Background: an optimization exercise with open tools, aiming at small area, a short achievable clock period and few clock cycles per item. Do not read the settings as production practice. At most, simulation tests tie the RTL to the original design; equivalence was not proved. Power is estimated from default activity; no workload was simulated.

==> job 5659: inputs <==
## mag_preamble
module mag_preamble (
    input  wire        clk,
    input  wire        rst,           
    input  wire        in_valid,
    output wire        in_ready,
    input  wire [7:0]  in_i,
    input  wire [7:0]  in_q,
    output wire        out_valid,
    input  wire        out_ready,
    output wire [15:0] out_mag,
    output wire [3:0]  out_verdict
);
export LEC_CHECK = 0
export CAP_MARGIN = 20
export CORE_MARGIN = 2
export CORE_UTILIZATION = 40
export SLEW_MARGIN = 20
create_clock -name core_clock -period 12.0 [get_ports {clk}]
standard.sh (not shown) runs the stock make flow with config.mk's settings and CLKGATE_MAP_FILE= SYNTH_SCRIPT=/design/flow/synth_recipe.tcl, a recipe that flattens the netlist after the stock synthesis.
==> flow/flow/run.sh <==
#!/bin/bash
bash standard.sh SETUP_SLACK_MARGIN=8.2 finish > standard.log 2>&1
==> job 9928: changes against job 5659 <==
==> flow/flow/run.sh (replaced) <==
#!/bin/bash
bash standard.sh SETUP_SLACK_MARGIN=8.5 finish > standard.log 2>&1
==> results by group <==
Route
  – Met2 Wirelength: ~38000 um
  – Met3 layer wire length in the routed design: around 3300 um

Power and ir drop
  – P_leak: 21.0 nW
  – Combinational-cell power consumption: 6.60 mW
  – Power in sequential cells: roughly 5.1 mW
  – Relative contribution of the clock network to total power: between 10% and 20%

Clock tree
  – Total of cells resized after clock tree synthesis: 146

Global routing
  – Global-route wire length before repair: 132000 um
  – Met1 global-route usage: between 20 and 25%

STA
  – Clock skew after layout: roughly 0.042 ns
  – Worst Hold Slack: just under 0.4 ns

Finish
  – Number of non-clock buffers in the layout: ~140
  – Final cell count without fillers: between 4000 and 5000
  – Sequential share of cell area: between 40% and 50%
  – Layout fillers: around 9400
  – Sequential Area: about 21000 um^2

Status
  – Outcome: timing/DRC/antenna clean

Worst setup path
  – Required time at the worst-slack endpoint: ~12 ns
[end of results for job 9928]
==> results by group <==
Finish
  – Sequential share of cell area: between 40 and 50%
  – Layout fillers: about 9400
  – Number of non-clock buffers in the layout: 100

Power and ir drop
  – P_leak: ~21 nW
  – Power in sequential cells: around 5.2 mW
  – Combinational-cell power consumption: ~6.3 mW

Worst setup path
  – Required time at the worst-slack endpoint: 12.40 ns

Status
  – Outcome: timing/DRC/antenna clean

Clock tree
  – Total of cells resized after clock tree synthesis: 56

Global routing
  – Global-route wire length before repair: roughly 130000 um

Route
  – Met2 Wirelength: 37800 um

STA
  – Worst Hold Slack: slightly below 0.4 ns
[end of results for job 5659]
No functional check of the RTL was part of any run of this note.

---

==> v33 <==
mag_preamble, a different RTL version from the one above (not shown whole).
clock: 12.0 ns
lec_check: 0
cap_margin: 20
core_margin: 2
core_utilization: 40
slew_margin: 20
==> flow/flow/run.sh <==
#!/bin/bash
bash standard.sh SETUP_SLACK_MARGIN=8.6 CTS_CLUSTER_SIZE=24 CTS_CLUSTER_DIAMETER=100 finish > standard.log 2>&1
==> v10: changes against v33 <==
==> flow/flow/run.sh (replaced) <==
#!/bin/bash
bash standard.sh SETUP_SLACK_MARGIN=8.6 CTS_CLUSTER_SIZE=24 CTS_CLUSTER_DIAMETER=100 CORE_UTILIZATION=55 PLACE_DENSITY=0.68 finish > standard.log 2>&1
==> v26: changes against v33 <==
==> flow/flow/run.sh (replaced) <==
#!/bin/bash
bash standard.sh SETUP_SLACK_MARGIN=8.6 CTS_CLUSTER_SIZE=24 CTS_CLUSTER_DIAMETER=100 CORE_UTILIZATION=65 PLACE_DENSITY=0.75 finish > standard.log 2>&1
==> comparison <==
- v33 ran to the end with no violations. v10 finished with timing, DRC and antenna clean. v26 produced a clean layout.
- Critical path depth is the same in v33 and v10.
- Against v10, the first-iteration DRC count of v33 is smaller by about 10%.
- Of v10 and v33, v33 has the higher cell area (gap 2.2%, measured against v33).
- Register-to-register slack: v33 is better than v10 (0.04 ns).
- Synthesized area is the same in v26 and v10.
- Utilization: v26 > v10 > v33.
- The lowest clock skew belongs to v10, the highest to v33.
- In v10 the worst setup slack is lower than in v26, by 0.015 ns.
- Die area: v26 < v10 < v33.
- Total power, lowest first: v10, v33, v26.
Testbench counts of v33, summed over its fixed seeds: cycles 6,076, items 6,000.
Testbench counts of v10, summed over its fixed seeds: cycles 6,076, items 6,000.
Testbench counts of v26, summed over its fixed seeds: cycles 6,076, items 6,000.

---

==> job 4000: inputs <==
mag_preamble again, from the RTL that the note above started with.
clock: 12.0 ns
lec_check: 0
cap_margin: 20
core_margin: 2
core_utilization: 40
slew_margin: 20
==> flow/flow/run.sh <==
#!/bin/bash
bash standard.sh SETUP_SLACK_MARGIN=8.6 CTS_CLUSTER_SIZE=28 CTS_CLUSTER_DIAMETER=100 CORE_UTILIZATION=55 PLACE_DENSITY=0.68 finish > standard.log 2>&1
==> job 1468 (differences from job 4000) <==
==> flow/flow/run.sh (replaced) <==
#!/bin/bash
bash standard.sh SETUP_SLACK_MARGIN=8.6 CTS_CLUSTER_SIZE=24 CTS_CLUSTER_DIAMETER=100 CORE_UTILIZATION=75 PLACE_DENSITY=0.85 finish > standard.log 2>&1
==> summary.txt <==
Outcome
  – Status: timing/DRC/antenna clean

Placed design
  – Place WS: roughly 7 ns
  – Post-DP Area: between 40,000 and 50,000 um2

Global route
  – First-pass GRT wire length: around 140,000 um

Final layout
  – Non-CTS buffers: about 120
  – Clock Network Area Fraction: 2.45%

Route
  – Final wirelength: 91,600 um
  – WL/cell: 20.1 um
  – Vias per std cell: between 6 and 7

Setup path
  – CP endpoint: s2_Q[0]$_DFFE_PN_

Power
  – Net Sw Power: ~5500 uW
  – Net Sw Frac: 39.4%

Clock network
  – Post_cts resized: approximately 170
(the above is from job 1468)
==> summary.txt <==
Outcome
  – Status: timing/DRC/antenna clean

Setup path
  – CP endpoint: out_mag[9]

Final layout
  – Non-CTS buffers: 93
  – Sequential share of cell area: a little under half
  – Clock Network Area Fraction: ~2.5%

Route
  – WL/cell: 16.9 um
  – Final wirelength: 81,200 um
  – Vias per std cell: about 5.5

Power
  – Net Sw Frac: roughly 37%
  – Comb pwr: 6690 uW

Timing
  – Worst hold slack: about 0.40 ns

Placed design
  – Post-DP Area: ~43,000 um2
  – Place WS: between 7 and 8 ns

Global route
  – First-pass GRT wire length: 132,000 um

Clock network
  – Post_cts resized: 144
(the above is from job 4000)
Testbench counts of job 4000, summed over its fixed seeds: cycles 6,076, items 6,000.
Testbench counts of job 1468, summed over its fixed seeds: cycles 6,076, items 6,000.

what the ideal ports hide:
The results above use ideal ports. As a check the final layouts listed here were re-extracted and re-timed, cells and wires unchanged. Step 1 sets driving cells, clkbuf_16 on the clock port and buf_2 on the other inputs (assumed; they add their load-dependent delay and slew). Step 2, shift: input delay + t, output delay - t, t = (earliest + latest rising clock arrival at the registers) / 2. This alone moves slack from input paths to output paths. Three values: ideal, step 1, step 2; two values: the first two.
run	t, ns	setup WS [ns]	worst setup path after step 2	worst register clock-pin slew, ns	worst data-port slew with drivers (ns)
job 5659	0.720	8.180 / 8.169 / 8.179	input to register	0.06 / 0.06	0.07
job 9928	0.720	8.187 / 8.165 / 8.179	input to register	0.06 / 0.06	0.09
v33	0.673	8.475 / 8.408 / 8.103	input to register	0.11 / 0.11	0.03
v10	0.651	8.505 / 8.440 / 8.195	input to register	0.11 / 0.11	0.03
v26	0.653	8.520 / 8.455 / 8.209	input to register	0.11 / 0.11	0.05
job 4000	0.669	8.491 / 8.428 / 8.198	input to register	0.12 / 0.12	0.03
job 1468	0.658	8.492 / 8.466 / 8.199	input to register	0.11 / 0.11	0.04
After both steps every run listed still meets setup and hold. For v33, which loses most, drivers alone change the setup slack by -0.067 ns; drivers and shift together by -0.372 ns.
